This design comes from an exercise in tuning for small area, a short achievable clock period and few clock cycles per item on the open sky130 flow, not from production work.
At most, simulation tests tie the RTL to the original design; equivalence was not proved.
For run 2, only the layout was checked, not whether the RTL still works.
Power figures rest on the tool's default switching activity, not on a simulated workload.

===== flow/run.sh =====
#!/bin/bash
# synth_recipe.tcl (not shown) runs the flow's synth.tcl, then flattens the netlist and writes it again
# the make line also repeats each setting of config.mk as NAME=value (left out here)
make -C /OpenROAD-flow-scripts/flow DESIGN_CONFIG=/design/flow/config.mk WORK_HOME=/design/flow/orfs CLKGATE_MAP_FILE= SYNTH_SCRIPT=/design/flow/synth_recipe.tcl finish

===== flow/config.mk =====
export PLATFORM = sky130hd
export DESIGN_NAME = ber_estimate
export DESIGN_NICKNAME = ber_estimate
export VERILOG_FILES = /design/flow/design.v
export SDC_FILE = /design/flow/constraint.sdc
export NUM_CORES = 4
export LEC_CHECK = 0
export CAP_MARGIN = 20
export CORE_MARGIN = 2
export CORE_UTILIZATION = 40
export SLEW_MARGIN = 20

===== flow/constraint.sdc =====
create_clock -name core_clock -period 10.0 [get_ports {clk}]
set_input_delay 2.0000 -clock core_clock [delete_from_list [all_inputs] [get_ports {clk}]]
set_output_delay 2.0000 -clock core_clock [all_outputs]
set_load 0.01 [all_outputs]

===== flow/design.v =====
module ber_estimate (
    input             clk,
    input             rst,
    input             in_valid,
    output            in_ready,
    input      [63:0] err_cnt,
    input      [63:0] bit_cnt,
    output reg        out_valid,
    output reg        invalid,
    output reg [63:0] ber
);
    localparam [1:0] S_IDLE  = 2'd0,
                     S_NORM  = 2'd1,
                     S_DIV   = 2'd2,
                     S_ROUND = 2'd3;
    reg [1:0]  state;
    reg [63:0] e_r, b_r;         
    reg [64:0] rem;              
    reg [53:0] q;                
    reg [5:0]  count;            
    reg signed [8:0] qexp;       
    assign in_ready = (state == S_IDLE);
    reg [5:0] lze, lzb;
    integer i;
    always @* begin
        lze = 6'd0;
        lzb = 6'd0;
        for (i = 0; i < 64; i = i + 1) begin
            if (e_r[i]) lze = 6'd63 - i[5:0];
            if (b_r[i]) lzb = 6'd63 - i[5:0];
        end
    end
    wire [63:0] e_n = e_r << lze;
    wire [63:0] b_n = b_r << lzb;
    wire [64:0] diff = rem - {1'b0, b_r};
    wire        sticky  = (rem != 65'd0);
    wire        inc     = q[0] & (sticky | q[1]);
    wire [10:0] bexp    = {{2{qexp[8]}}, qexp} + 11'd1023;
    wire [62:0] rounded = {bexp, q[52:1]} + {62'd0, inc};
    always @(posedge clk) begin
        if (rst) begin
            state   <= S_IDLE;
            out_valid <= 1'b0;
        end else begin
            out_valid <= 1'b0;
            case (state)
                S_IDLE: begin
                    if (in_valid) begin
                        if (bit_cnt == 64'd0) begin
                            out_valid <= 1'b1;
                            invalid <= 1'b1;
                        end else if (err_cnt == 64'd0) begin
                            out_valid <= 1'b1;
                            invalid <= 1'b0;
                            ber     <= 64'd0;
                        end else begin
                            e_r   <= err_cnt;
                            b_r   <= bit_cnt;
                            state <= S_NORM;
                        end
                    end
                end
                S_NORM: begin
                    b_r <= b_n;
                    if (e_n >= b_n) begin
                        rem  <= {1'b0, e_n};
                        qexp <= $signed({3'd0, lzb}) - $signed({3'd0, lze});
                    end else begin
                        rem  <= {e_n, 1'b0};
                        qexp <= $signed({3'd0, lzb}) - $signed({3'd0, lze}) - 9'sd1;
                    end
                    q     <= 54'd0;
                    count <= 6'd54;
                    state <= S_DIV;
                end
                S_DIV: begin
                    if (!diff[64]) begin
                        q   <= {q[52:0], 1'b1};
                        rem <= {diff[63:0], 1'b0};
                    end else begin
                        q   <= {q[52:0], 1'b0};
                        rem <= {rem[63:0], 1'b0};
                    end
                    count <= count - 6'd1;
                    if (count == 6'd1) state <= S_ROUND;
                end
                S_ROUND: begin
                    out_valid <= 1'b1;
                    invalid <= 1'b0;
                    ber     <= {1'b0, rounded};
                    state   <= S_IDLE;
                end
            endcase
        end
    end
endmodule

==> results_dict.tcl, run 1 <==
set metrics [dict create \
    status "complete, no violations" \
    crit_end "rem[27]" \
    rrSetupSlack_ns 1.74 \
    grt_use_total_pct 30.86 \
    synth_edf_count 324 \
    syn_inst 3814 \
    worst_hold_path_type "flop to flop" \
    grt_pass1_wl_um 192900 \
    cts_tree "built" \
    coreArea_mm2 0.07900 \
    finClkSkew_ns 0.02446 \
    avgSynthCellArea_um2 8.381 \
    setup_viol 0 \
    period_minus_slack_ns 8.259 \
    clk_path_buf_depth 3 \
    final_area_mm2 0.03597 \
    max_stage_delay_ns 0.75 \
    internal-power_mw 5.653 \
    synth_nets 4091 \
    p_leak_nw 13.78 \
    criticalPathCategory "flop to flop" \
    crit_path_top_delay_cell "a211oi_2" \
    r2r-end "rem[27]" \
    yosysUniqueCellTypes 115 \
    required_ns 10.33 \
    ctsResizeCount 0 \
    seq_area_mm2 0.009789 \
    first_pass_iters 7 \
    max_freq_ghz 0.1211 \
    clockRootBuffer "clkbuf_16" \
    worstSetupStartpoint "e_r[47]" \
    worstMarginPinSlew_ns 1.208 \
    cp_data_arrival_time_ns 8.59 \
    critPathLaunchType "flop" \
    hold_viol 0 \
    rows 103 \
    final_max_slew_viol_count 0 \
    drc 0 \
    ys_seq_area_share_pct 30.63 \
    yosys_register_bits 327 \
    max_cap_violations 0 \
    layout_common_cells "nand2_1 (471), edfxtp_1 (324), nor2_1 (301), mux2i_1 (278), a21oi_1 (259)" \
    power_frac_comb_pct 63.8 \
    peakVddDrop_mv 0.2057 \
    reg2reg_from "e_r[47]" \
    synth_warnings 1 \
    placed_area_mm2 0.03470 \
    pwr-share-seq_pct 23.9 \
    clockPowerShare_pct 12.3 \
    async_flop_share_pct 0 \
    vias 31461 \
    fillers 7805 \
    antenna_found_initial 2 \
    clk_pin_slew_ns 0.06 \
    routed_via_density 6.367 \
    fin_ws_ns 1.741 \
    initial_core_util_pct 40.46 \
    rsz0062_at_grt "false" \
    pre_cts_ws_ns 2.021 \
    gr-total-overflow 0 \
    power_switching_mw 5.898 \
    min_period_over_period_pct 82.59 \
    die_area_mm2 0.08219 \
    io_pins 198 \
    multi_input_area_mm2 0.02051 \
    grt_max_degree 98 \
    r2r_cells 24 \
    die_w_um 286.7 \
    dieHeight_um 286.7 \
    clk_latency_ns 0.60 \
    finalSetupTns_ns 0 \
    cts_setup_buffers 0 \
    final_layout_size_suffix_gt1_share_pct 6.787 \
    totalPowerFinal_mw 11.55 \
    cp_cell_sequence "nor3b_1 -> nor3_2 -> and3_1 -> o2111ai_2 -> buf_4 -> o2111ai_2 -> nand2_4 -> inv_4 -> mux2i_1 -> o21ai_2 -> a211oi_2 -> nor2_1 -> a211oi_1 -> inv_1 -> ha_1 -> and4_1 -> nand2_1 -> nor4_1 -> a21oi_1 -> o31ai_4 -> buf_4 -> nor2_1 -> buf_4 -> a221o_1" \
    cts_hold_buf 0 \
    dp_hpwl_um 100100 \
    clock-sinks 327 \
    swShare_pct 51.06 \
    final_common_cell "nand2_1" \
    io_buffers 196 \
    syn_area_mm2 0.03196 \
    path_buf_inv 5 \
    place.gp.congestion 1.055 \
    drt-total-wl_um 129900 \
    ant_nets 0 \
    avgRoutedWirePerCell_um 26.30 \
    cp_max_fo 45 \
    area_delta_synth_final_pct 12.52 \
    synth-main-ff-cell "edfxtp_1" \
    cts.htree.levels 2 \
    grt_pass1_vias 29397 \
    drt-initial-drc-count 4331 \
    critPathTopFamily "compound AO/OA/AOI/OAI gates" \
    layout.nets 4139 \
    cts-buffers-inserted 40 \
    slew_headroom_pct 18.90 \
    cpMostUsedCell "buf_4" \
    powerDensity_mw_per_mm2 321.1 \
    path_depth 24 \
    cp-end-kind "flop" \
]
## per-stage QoR
stage,hold slack [ns],std cells,utilization (%)
2_1_floorplan,0.5047,3814,-
3_3_place_gp,0.5338,4870,43.93
3_5_place_dp,0.5525,4870,43.93
4_1_cts,0.5667,4940,45.53
5_1_grt,0.6002,4940,45.53
6_report,0.5641,4941,45.53
## worst reg2reg max path, stage by stage (launching register included)
cell       delay [ns]
edfxtp_1         0.53
nor3b_1          0.22
nor3_2           0.33
and3_1           0.29
o2111ai_2        0.12
buf_4            0.25
o2111ai_2        0.67
nand2_4          0.34
inv_4            0.38
mux2i_1          0.26
o21ai_2          0.21
a211oi_2         0.76
nor2_1           0.09
a211oi_1         0.74
inv_1            0.14
ha_1             0.32
and4_1           0.21
nand2_1          0.08
nor4_1           0.29
a21oi_1          0.16
o31ai_4          0.41
buf_4            0.55
nor2_1           0.09
buf_4            0.23
a221o_1          0.35
## cell usage after synthesis, drive strengths merged, types with 16 or more instances
library cell	n	area, um2
a22oi	21	157.7
a21oi	261	1321
or3	28	175.2
nand4	47	294.0
nand2	472	1779
o31ai	16	125.1
nand2b	32	200.2
and3	70	437.9
o221a	16	180.2
inv	165	624.4
a221oi	21	209.0
o211ai	99	773.2
edfxtp	324	9729
o22ai	46	294.0
ha	144	1802
xnor2	72	638.1
clkbuf	132	496.7
mux2	48	540.5
and2	120	750.7
buf	119	688.2
nor3	66	345.3
nor2b	32	200.2
a211oi	55	440.4
o21ai	237	1205
mux2i	282	2864
o21a	28	210.2
a21boi	18	135.1
xor2	41	359.1
a31oi	46	294.0
nand3	71	355.3
a21o	52	390.4
nor2	304	1146
nor4	91	575.6
## registers in the layout (all words and copies together) (netlist names)
register,count
rem,65
e_r,64
ber,63
count,6
q,53
out_valid,1
invalid,1
qexp,8
state,2
b_r,64
## how the worst min path moves through the flow
stage | from | to | slack, ns | depth (start not counted)
floorplan | state[0] | state[0] | 0.50 | 2
finish | q[19] | q[20] | 0.56 | 1
global route | q[19] | q[20] | 0.60 | 1
CTS | q[19] | q[20] | 0.57 | 1
global placement | q[19] | q[20] | 0.53 | 1
detailed placement | q[19] | q[20] | 0.55 | 1
## logic make-up (layout without fill, tap and decap cells)
group,count (synthesis),in the layout,share of synthesized area (%)
other,1,2,0.01173
and+or+nand+nor,1383,1383,20.76
buffers and inverters,420,496,5.711
DFF,327,327,30.63
muxes,336,336,11.07
xor gates and xnor gates,113,113,3.120
AOI/OAI and AO/OA,1088,1088,22.94
adders and majority gates,146,146,5.762
## power by group through the flow
stage | clock, mW | sequential, mW | combinational [mW]
6_report | 1.43 | 2.76 | 7.37
3_3_place_gp | 0 | 2.76 | 7.13
5_1_grt | 1.50 | 2.80 | 7.97
4_1_cts | 1.45 | 2.73 | 7.16
2_1_floorplan | 0 | 2.55 | 5.01
3_5_place_dp | 0 | 2.76 | 7.11
## per-layer routing
metal / up-vias / global-route usage, % / wire length, um
met5: - / 0 / 0
met4: 0 / 13.94 / 6427
met3: 271 / 5.485 / 12030
met2: 1616 / 46.26 / 56100
met1: 15177 / 43.19 / 55380
li1: 14397 / - / -
## final cells by class
class | instances | share of cell area (%)
tap | 1050 | 3.653
timing repair buffer | 257 | 6.797
sequential | 327 | 27.22
clock buffer | 46 | 2.846
inverter | 169 | 1.781
clock inverter | 24 | 0.6644
multi-input combinational | 3067 | 57.03
antenna | 1 | 0.006957
Testbench counts, summed over its fixed seeds: cycles 136,752, items 2,400.
==> run 2, diff against run 1 <==
==> flow/design.v (replaced) <==
module ber_estimate (
    input             clk,
    input             rst,
    input             in_valid,
    output            in_ready,
    input      [63:0] err_cnt,
    input      [63:0] bit_cnt,
    output reg        out_valid,
    output reg        invalid,
    output reg [63:0] ber
);
    localparam [1:0] S_B    = 2'd0,    
                     S_E    = 2'd1,    
                     S_DIV  = 2'd2;    
    reg [1:0]  state;
    reg        seen;         
    reg        pend;         
    reg [5:0]  lzb, lze;     
    reg        bz, ez;       
    reg        inv_i, zero_i;
    reg [63:0] dv;           
    reg [63:0] rem;          
    reg        half;         
    reg [10:0] ex;           
    reg        first;        
    reg        q0;           
    reg [4:0]  cnt;
    assign in_ready = (state == S_E);
    function [5:0] lzc64(input [63:0] v);
        integer k;
        begin
            lzc64 = 6'd0;
            for (k = 0; k < 64; k = k + 1)
                if (v[k]) lzc64 = 6'd63 - k[5:0];
        end
    endfunction
    wire [63:0] sh_in  = (state == S_B) ? bit_cnt : err_cnt;
    wire [5:0]  sh_amt = (state == S_B) ? lzb : lze;
    wire [63:0] sh_out = sh_in << sh_amt;
    wire [65:0] x  = {rem, half, 1'b0};
    wire [66:0] t1 = {1'b0, x} - {3'b0, dv};
    wire [66:0] t2 = {1'b0, x} - {2'b0, dv, 1'b0};
    wire [66:0] t3 = {1'b0, x} - {3'b0, dv} - {2'b0, dv, 1'b0};
    wire [1:0]  d  = !t3[66] ? 2'd3 : !t2[66] ? 2'd2 : !t1[66] ? 2'd1 : 2'd0;
    wire [63:0] rn = !t3[66] ? t3[63:0] : !t2[66] ? t2[63:0] :
                     !t1[66] ? t1[63:0] : x[63:0];
    wire        last = (cnt == 5'd0) & ~first;
    wire [51:0] mant   = q0 ? ber[52:1] : ber[53:2];
    wire        guard  = q0 ? ber[0] : ber[1];
    wire        sticky = (rem != 64'd0) | (~q0 & ber[0]);
    wire        inc    = guard & (sticky | mant[0]);
    wire [62:0] rounded = {ex, mant} + {62'd0, inc};
    always @(posedge clk) begin
        lzb  <= lzc64(bit_cnt);
        lze  <= lzc64(err_cnt);
        bz   <= (bit_cnt == 64'd0);
        ez   <= (err_cnt == 64'd0);
        if (rst) begin
            state     <= S_B;
            seen      <= 1'b0;
            pend      <= 1'b0;
            out_valid <= 1'b0;
        end else begin
            seen      <= in_valid & ~in_ready;
            out_valid <= 1'b0;
            case (state)
                S_B: begin
                    if (pend) begin
                        pend      <= 1'b0;
                        out_valid <= 1'b1;
                        invalid   <= inv_i;
                        ber       <= zero_i ? 64'd0 : {1'b0, rounded};
                    end
                    if (in_valid && seen) begin
                        dv     <= sh_out;
                        inv_i  <= bz;
                        zero_i <= ez;
                        ex     <= 11'd1022 + {5'd0, lzb} - {5'd0, lze};
                        state  <= S_E;
                    end
                end
                S_E: begin
                    rem   <= {1'b0, sh_out[63:1]};
                    half  <= sh_out[0];
                    first <= 1'b1;
                    cnt   <= 5'd26;
                    state <= S_DIV;
                end
                default: begin
                    rem   <= rn;
                    half  <= 1'b0;
                    ber   <= {ber[61:0], d};
                    first <= 1'b0;
                    if (!first || d[1]) cnt <= cnt - 5'd1;
                    if (first) begin
                        q0 <= d[1];
                        ex <= ex + {10'd0, d[1]};
                    end
                    if (last) begin
                        pend  <= 1'b1;
                        state <= S_B;
                    end
                end
            endcase
        end
    end
endmodule
--- a/flow/config.mk
+++ b/flow/config.mk
@@ -5,7 +5,9 @@
 export SDC_FILE = /design/flow/constraint.sdc
 export NUM_CORES = 4
 export LEC_CHECK = 0
+export ABC_CLOCK_PERIOD_IN_PS = 3000
 export CAP_MARGIN = 20
 export CORE_MARGIN = 2
-export CORE_UTILIZATION = 40
+export CORE_UTILIZATION = 55
+export SETUP_SLACK_MARGIN = 5
 export SLEW_MARGIN = 20
==> results_dict.tcl, run 2 <==
set metrics [dict create \
    critPathLaunchType "flop" \
    clockRootBuffer "clkbuf_16" \
    dp_hpwl_um 87550 \
    cts.htree.levels 1 \
    synth_top_area_share_pct 21.56 \
    finalSetupTns_ns 0 \
    synth_nets 4155 \
    drt-total-wl_um 122700 \
    slew_headroom_pct 14.84 \
    grt_max_degree 91 \
    max_freq_ghz 0.1499 \
    routed_via_density 6.843 \
    final_layout_size_suffix_gt1_share_pct 13.29 \
    antenna_found_initial 7 \
    gr-total-overflow 0 \
    synth_warnings 1 \
    drc 0 \
    yosys_register_bits 233 \
    layout.nets 4388 \
    yosysTopAreaCell "edfxtp_1" \
    yosysMostFrequentCell "nand2_1" \
    fin_ws_ns 3.328 \
    io_buffers 197 \
    hold_viol 0 \
    cp-end-kind "flop" \
    io_pins 198 \
    top_regs "ber (64), dv (64), rem (64)" \
    grt_use_total_pct 41.62 \
    synth-main-ff-cell "edfxtp_1" \
    p_leak_nw 14.16 \
    max_cap_violations 0 \
    coreArea_mm2 0.05371 \
    powerDensity_mw_per_mm2 115.5 \
    r2r_cells 26 \
    setup_viol 0 \
    cp_max_fo 6 \
    yosysUniqueCellTypes 94 \
    ys_seq_area_share_pct 22.83 \
    clock-sinks 233 \
    avgSynthCellArea_um2 7.816 \
    final_common_cell "nand2_1" \
    postLayoutCoreUtil_pct 67.92 \
    synth_edf_count 214 \
    rrSetupSlack_ns 3.33 \
    die_w_um 236.8 \
    min_period_over_period_pct 66.72 \
    final_max_slew_viol_count 0 \
    finClkSkew_ns 0.02594 \
    grt_pass1_vias 30682 \
    dieHeight_um 236.8 \
    ant_nets 0 \
    cts-buffers-inserted 29 \
    peakVddDrop_mv 0.1561 \
    criticalPathCategory "flop to flop" \
    yosys-top-cells-count "nand2_1 (387), nor2_1 (369), a21oi_1 (359)" \
    worst_hold_path_type "flop to flop" \
    clk_latency_ns 0.62 \
    period_minus_slack_ns 6.672 \
    cp_data_arrival_time_ns 7.10 \
    avgRoutedWirePerCell_um 25.72 \
    clk_path_buf_depth 3 \
    status "complete, no violations" \
    drt-initial-drc-count 3973 \
    rows 85 \
    grt_pass1_wl_um 181500 \
    whs_path_depth 0 \
    die_area_mm2 0.05608 \
    rsz0062_at_grt "true" \
    clk_pin_slew_ns 0.06 \
    syn_inst 3814 \
    syn_area_mm2 0.02981 \
    pre_cts_ws_ns 2.385 \
    worstMarginPinSlew_ns 1.266 \
    place.gp.congestion 1.041 \
    async_flop_share_pct 0 \
    first_pass_iters 7 \
    final_cells 4771 \
    dp_cells 4553 \
    vias 32648 \
    initial_core_util_pct 55.50 \
    layout_common_cells "nand2_1 (378), nor2_1 (358), a21oi_1 (326), edfxtp_1 (214), o21ai_0 (211)" \
    synthTopCellsByArea "edfxtp_1 (22%), ha_1 (8.6%), a21oi_1 (6.0%)" \
    area_delta_synth_final_pct 22.37 \
    cts_tree "built" \
    required_ns 10.43 \
]
run 2: kinds of logic after synthesis:
logic type / count (synthesis) / share of synthesized area (%)
simple gates: 1297 / 20.40
compound gates: 1231 / 27.10
buf+inv: 350 / 4.663
xor+xnor: 259 / 7.610
mux: 234 / 8.479
flops: 233 / 22.83
fa+ha+maj: 210 / 8.915
run 2: report_power, final:
part | internal, mW | switching, mW
Sequential | 1.13 | 0.0357
Clock | 0.626 | 0.490
Combinational | 0.782 | 1.15
run 2: path summary, 6_finish.rpt:
path	start	to
worst max register to register	dv[9]	rem[49]
worst min-delay path	ez	zero_i
worst max-delay path	dv[9]	rem[49]
worst min register to register	ez	zero_i
run 2: metal layers:
| layer | wire length, um | vias to the layer above | global-route usage [%] |
|---|---|---|---|
| li1 | - | 14759 | - |
| met1 | 47080 | 15435 | 52.80 |
| met2 | 53910 | 1978 | 65.81 |
| met3 | 14260 | 464 | 10.89 |
| met4 | 7191 | 12 | 20.18 |
| met5 | 273 | - | 0 |
run 2: per-stage QoR:
step | hold WS (ns) | cell area [um2] | power, mW
finish | 0.4034 | 36480 | 4.214
global route | 0.4219 | 36470 | 4.341
CTS | 0.4033 | 35630 | 4.042
detailed placement | 0.3895 | 32590 | 2.731
global placement | 0.3889 | 32590 | 2.716
floorplan | 0.3855 | 30140 | 2.237
run 2: final cells by class:
class	count	area, um2
timing repair buffer	388	3974
multi-input combinational	3236	23250
clock buffer	38	769.5
tap	696	870.8
inverter	159	596.8
sequential	233	6814
antenna	5	12.51
clock inverter	16	191.4
fill	4412	17230
run 2: worst max-delay path, stage by stage, from the launching register on:
cell and delay (ns):
edfxtp_1 0.35, inv_1 0.08, ha_2 0.21, or3_4 0.41
nor3_4 0.22, nor4bb_4 0.28, nor2_4 0.09, a21oi_4 0.37
and2_4 0.24, o211ai_1 0.13, a31o_2 0.30, a21oi_2 0.17
xnor2_2 0.09, ha_1 0.34, a21oi_2 0.21, o211ai_1 0.12
a21oi_1 0.20, nor3b_2 0.10, nor3_4 0.27, o211ai_1 0.17
a31oi_1 0.19, or4b_4 0.54, and3_4 0.22, buf_12 0.14
nand2_1 0.49, o2bb2ai_1 0.22, o41ai_2 0.31
run 2: repair_timing:
action,in CTS,in global routing
pin swaps,93,63
setup endpoints to repair,83,83
setup buffers,104,39
gates cloned,15,1
hold buffers,0,0
hold endpoints to repair,0,0
gates resized for setup,176,103
==> run 3, diff against run 2 <==
--- a/flow/design.v
+++ b/flow/design.v
@@ -40,7 +40,12 @@
     wire [65:0] x  = {rem, half, 1'b0};
     wire [66:0] t1 = {1'b0, x} - {3'b0, dv};
     wire [66:0] t2 = {1'b0, x} - {2'b0, dv, 1'b0};
-    wire [66:0] t3 = {1'b0, x} - {3'b0, dv} - {2'b0, dv, 1'b0};
+    wire [66:0] n1 = ~{3'b0, dv};
+    wire [66:0] n2 = ~{2'b0, dv, 1'b0};
+    wire [66:0] x3 = {1'b0, x[65:1], 1'b1};
+    wire [66:0] cs_s = x3 ^ n1 ^ n2;
+    wire [66:0] cs_c = {(x3[65:0] & n1[65:0]) | (x3[65:0] & n2[65:0]) | (n1[65:0] & n2[65:0]), 1'b1};
+    wire [66:0] t3 = cs_s + cs_c;
     wire [1:0]  d  = !t3[66] ? 2'd3 : !t2[66] ? 2'd2 : !t1[66] ? 2'd1 : 2'd0;
     wire [63:0] rn = !t3[66] ? t3[63:0] : !t2[66] ? t2[63:0] :
                      !t1[66] ? t1[63:0] : x[63:0];
@@ -49,7 +54,8 @@
     wire        guard  = q0 ? ber[0] : ber[1];
     wire        sticky = (rem != 64'd0) | (~q0 & ber[0]);
     wire        inc    = guard & (sticky | mant[0]);
-    wire [62:0] rounded = {ex, mant} + {62'd0, inc};
+    wire [10:0] exf     = q0 ? ex : ex - 11'd1;
+    wire [62:0] rounded = {exf, mant} + {62'd0, inc};
     always @(posedge clk) begin
         lzb  <= lzc64(bit_cnt);
         lze  <= lzc64(err_cnt);
@@ -71,11 +77,11 @@
                         invalid   <= inv_i;
                         ber       <= zero_i ? 64'd0 : {1'b0, rounded};
                     end
-                    if (in_valid && seen) begin
+                    if (seen) begin
                         dv     <= sh_out;
                         inv_i  <= bz;
                         zero_i <= ez;
-                        ex     <= 11'd1022 + {5'd0, lzb} - {5'd0, lze};
+                        ex     <= 11'd1023 + {5'd0, lzb} - {5'd0, lze};
                         state  <= S_E;
                     end
                 end
@@ -92,10 +98,7 @@
                     ber   <= {ber[61:0], d};
                     first <= 1'b0;
                     if (!first || d[1]) cnt <= cnt - 5'd1;
-                    if (first) begin
-                        q0 <= d[1];
-                        ex <= ex + {10'd0, d[1]};
-                    end
+                    if (first) q0 <= d[1];
                     if (last) begin
                         pend  <= 1'b1;
                         state <= S_B;
--- a/flow/config.mk
+++ b/flow/config.mk
@@ -5,7 +5,6 @@
 export SDC_FILE = /design/flow/constraint.sdc
 export NUM_CORES = 4
 export LEC_CHECK = 0
-export ABC_CLOCK_PERIOD_IN_PS = 3000
 export CAP_MARGIN = 20
 export CORE_MARGIN = 2
 export CORE_UTILIZATION = 55
==> results_dict.tcl, run 3 <==
set metrics [dict create \
    status "complete, no violations" \
    rows 86 \
    clockRootBuffer "clkbuf_16" \
    postLayoutCoreUtil_pct 63.00 \
    top_regs "ber (64), dv (64), rem (64)" \
    final_max_slew_viol_count 0 \
    cp_data_arrival_time_ns 5.32 \
    path_buf_inv 2 \
    cpMostUsedCell "a21oi_1" \
    critPathTopFamily "compound AO/OA/AOI/OAI gates" \
    final_cells 4743 \
    synth_edf_count 214 \
    drt-total-wl_um 114300 \
    p_leak_nw 13.37 \
    final_common_cell "nand2_1" \
    syn_area_mm2 0.03096 \
    grt_use_total_pct 38.50 \
    finalSetupTns_ns 0 \
    clk_latency_ns 0.61 \
    cts-buffers-inserted 29 \
    period_minus_slack_ns 4.883 \
    yosys_register_bits 233 \
    hold_viol 0 \
    worstHoldStart "ez" \
    die_area_mm2 0.05821 \
    area_delta_synth_final_pct 12.74 \
    criticalPathCategory "flop to flop" \
    grt_pass1_wl_um 175200 \
    routed_via_density 6.716 \
    crit_path_top_delay_cell "edfxtp_1" \
    antenna_cells 0 \
    cp_max_fo 56 \
    ant_nets 0 \
    synth-main-ff-cell "edfxtp_1" \
    worstMarginPinSlew_ns 1.075 \
    initial_core_util_pct 55.88 \
    drt-initial-drc-count 3569 \
    reg2reg_from "rem[15]" \
    clk_pin_slew_ns 0.06 \
    grt_max_degree 79 \
    cp_cell_sequence "ha_1 -> or3_1 -> a211oi_1 -> and3_1 -> a21oi_2 -> o31ai_1 -> buf_4 -> a21oi_1 -> o211ai_1 -> a21o_4 -> buf_8 -> nor2_1 -> a311oi_1 -> a21oi_1 -> o21ai_0" \
    dp_cells 4678 \
    max_stage_delay_ns 0.49 \
    cts_hold_buf 0 \
    peakVddDrop_mv 0.1596 \
    grt_pass1_vias 30241 \
    gr-total-overflow 0 \
    worstSetupStartpoint "rem[15]" \
    antenna_found_initial 3 \
    yosys-top-cells-count "nand2_1 (446), a21oi_1 (388), nor2_1 (332)" \
    final_layout_size_suffix_gt1_share_pct 5.932 \
    finClkSkew_ns 0.01734 \
    fillers 4940 \
    synth_nets 4278 \
    cts.htree.levels 1 \
    min_period_over_period_pct 48.83 \
    avgRoutedWirePerCell_um 24.10 \
    syn_inst 3879 \
    setup_viol 0 \
    first_pass_iters 6 \
    required_ns 10.43 \
    ys_seq_area_share_pct 21.98 \
    max_cap_violations 0 \
    critPathLaunchType "flop" \
    place.gp.congestion 1.052 \
    synth_warnings 1 \
    die_w_um 241.3 \
    max_freq_ghz 0.2048 \
    vias 31852 \
    dp_hpwl_um 86880 \
    io_buffers 197 \
    synth_top_area_share_pct 20.75 \
    coreArea_mm2 0.05542 \
    io_pins 198 \
    yosysMostFrequentCell "nand2_1" \
    worst_hold_path_type "flop to flop" \
    drc 0 \
    layout_common_cells "nand2_1 (445), a21oi_1 (384), nor2_1 (325), o21ai_0 (278), edfxtp_1 (214)" \
    clk_path_buf_depth 3 \
    rsz0062_at_grt "true" \
    async_flop_share_pct 0 \
    slew_headroom_pct 27.29 \
    yosysUniqueCellTypes 84 \
    powerDensity_mw_per_mm2 131.9 \
    cts_tree "built" \
    yosysTopAreaCell "edfxtp_1" \
    dieHeight_um 241.3 \
    cp-end-kind "flop" \
    clock-sinks 233 \
    synthTopCellsByArea "edfxtp_1 (21%), ha_1 (8.2%), a21oi_1 (6.3%)" \
    layout.nets 4372 \
    avgSynthCellArea_um2 7.983 \
]
-- run 3: cell types whose count changed in the layout (fill, tap and decap cells not counted), moves of 23 or more --
cell	delta
a21oi_1	+58
buf_4	-91
buf_6	-24
ha_4	-25
ha_1	+28
o21ai_0	+67
fa_1	+61
nand2_1	+67
nor2_1	-33
a21oi_2	-23
-- run 3: cell families (layout without fill, tap and decap cells) --
| kind of cell | count (synthesis) | in the layout | synth area share (%) |
|---|---|---|---|
| mux | 239 | 239 | 9.043 |
| compound gates | 1246 | 1247 | 25.64 |
| flops | 233 | 233 | 21.98 |
| simple gates | 1288 | 1288 | 19.34 |
| fa+ha+maj | 268 | 268 | 12.41 |
| xor+xnor | 257 | 257 | 7.269 |
| buf+inv | 348 | 463 | 4.324 |
-- run 3: metal layers --
| layer | GRT usage, % | share of wire (%) |
|---|---|---|
| met2 | 62.22 | 45 |
| met4 | 13.49 | 4.2 |
| met1 | 51.48 | 41 |
| met3 | 7.498 | 10 |
| met5 | 0 | 0.034 |
-- run 3: worst reg2reg max path: stages, from the launching register on --
cell      delay (ns)
edfxtp_1        0.49
ha_1            0.29
or3_1           0.37
a211oi_1        0.37
and3_1          0.28
a21oi_2         0.14
o31ai_1         0.36
buf_4           0.23
a21oi_1         0.19
o211ai_1        0.38
a21o_4          0.39
buf_8           0.39
nor2_1          0.22
a311oi_1        0.30
a21oi_1         0.12
o21ai_0         0.19
-- run 3: power breakdown --
| group | total (mW) | internal, mW | switching (mW) | leakage (nW) |
|---|---|---|---|---|
| combinational | 2.27 | 0.862 | 1.40 | 10.8 |
| sequential | 1.22 | 1.16 | 0.0579 | 2.11 |
| clock | 1.12 | 0.653 | 0.469 | 0.479 |
-- run 3: what timing repair did --
item                       in CTS  in global routing
pin swaps                       4                  6
resized for setup              21                 28
cloned                          1                  0
setup endpoints to repair      67                 75
buffers inserted                4                  7
-- run 3: area by class of cell --
type	count	area (um2)	area share (%)
multi-input combinational	3299	23160	66.33
inverter	164	615.6	1.763
timing repair buffer	246	2402	6.881
clock buffer	36	772.0	2.211
clock inverter	17	214.0	0.6129
sequential	233	6814	19.52
tap	748	935.9	2.681
-- run 3: per-stage QoR --
stage	area, um2	setup slack (ns)	hold WS, ns	total power [mW]
after floorplan	30980	5.284	0.3855	2.695
after global placement	33600	4.412	0.3870	3.339
after detailed placement	33610	4.192	0.3887	3.370
after CTS	34760	4.999	0.4032	4.516
after global routing	34910	4.934	0.4046	4.804
final	34910	5.117	0.4023	4.605
-- run 3: worst paths after layout --
kind,slack (ns),endpoint,depth (start not counted)
hold reg to reg,0.40,zero_i,0
hold / removal,0.40,zero_i,0
setup / recovery,5.12,rem[41],15
setup reg to reg,5.12,rem[41],15
Testbench counts of run 3, summed over its fixed seeds: cycles 70,278, items 2,400.

==> port drivers added, routing unchanged <==
How much do the figures lean on ideal ports? The routed layouts below were timed once more, with nothing changed but the port constraints.
Step 1: set_driving_cell puts a clkbuf_16 on clk and a buf_2 on each other input, an assumption about the parent block.
Step 2 times the ports against the registers' clock, not the clock port: input delays grow and output delays shrink by t, the midpoint of the rising clock arrivals with the driver on.
a / b / c = ideal ports / drivers / drivers and shift; a / b = the first two.
| run | t (ns) | slack for setup (ns) | worst setup path at the end | worst slew at a driven data input, ns |
|---|---|---|---|---|
| run 1 | 0.653 | 1.741 / 1.741 / 1.741 | register to register | 0.06 |
| run 2 | 0.678 | 3.328 / 3.328 / 3.328 | register to register | 0.04 |
| run 3 | 0.658 | 5.117 / 5.117 / 4.558 | input to register | 0.04 |
After both steps every run listed still meets setup and hold. For run 3, which loses most, drivers alone change the setup slack by 0.000 ns; drivers and shift together by -0.559 ns.
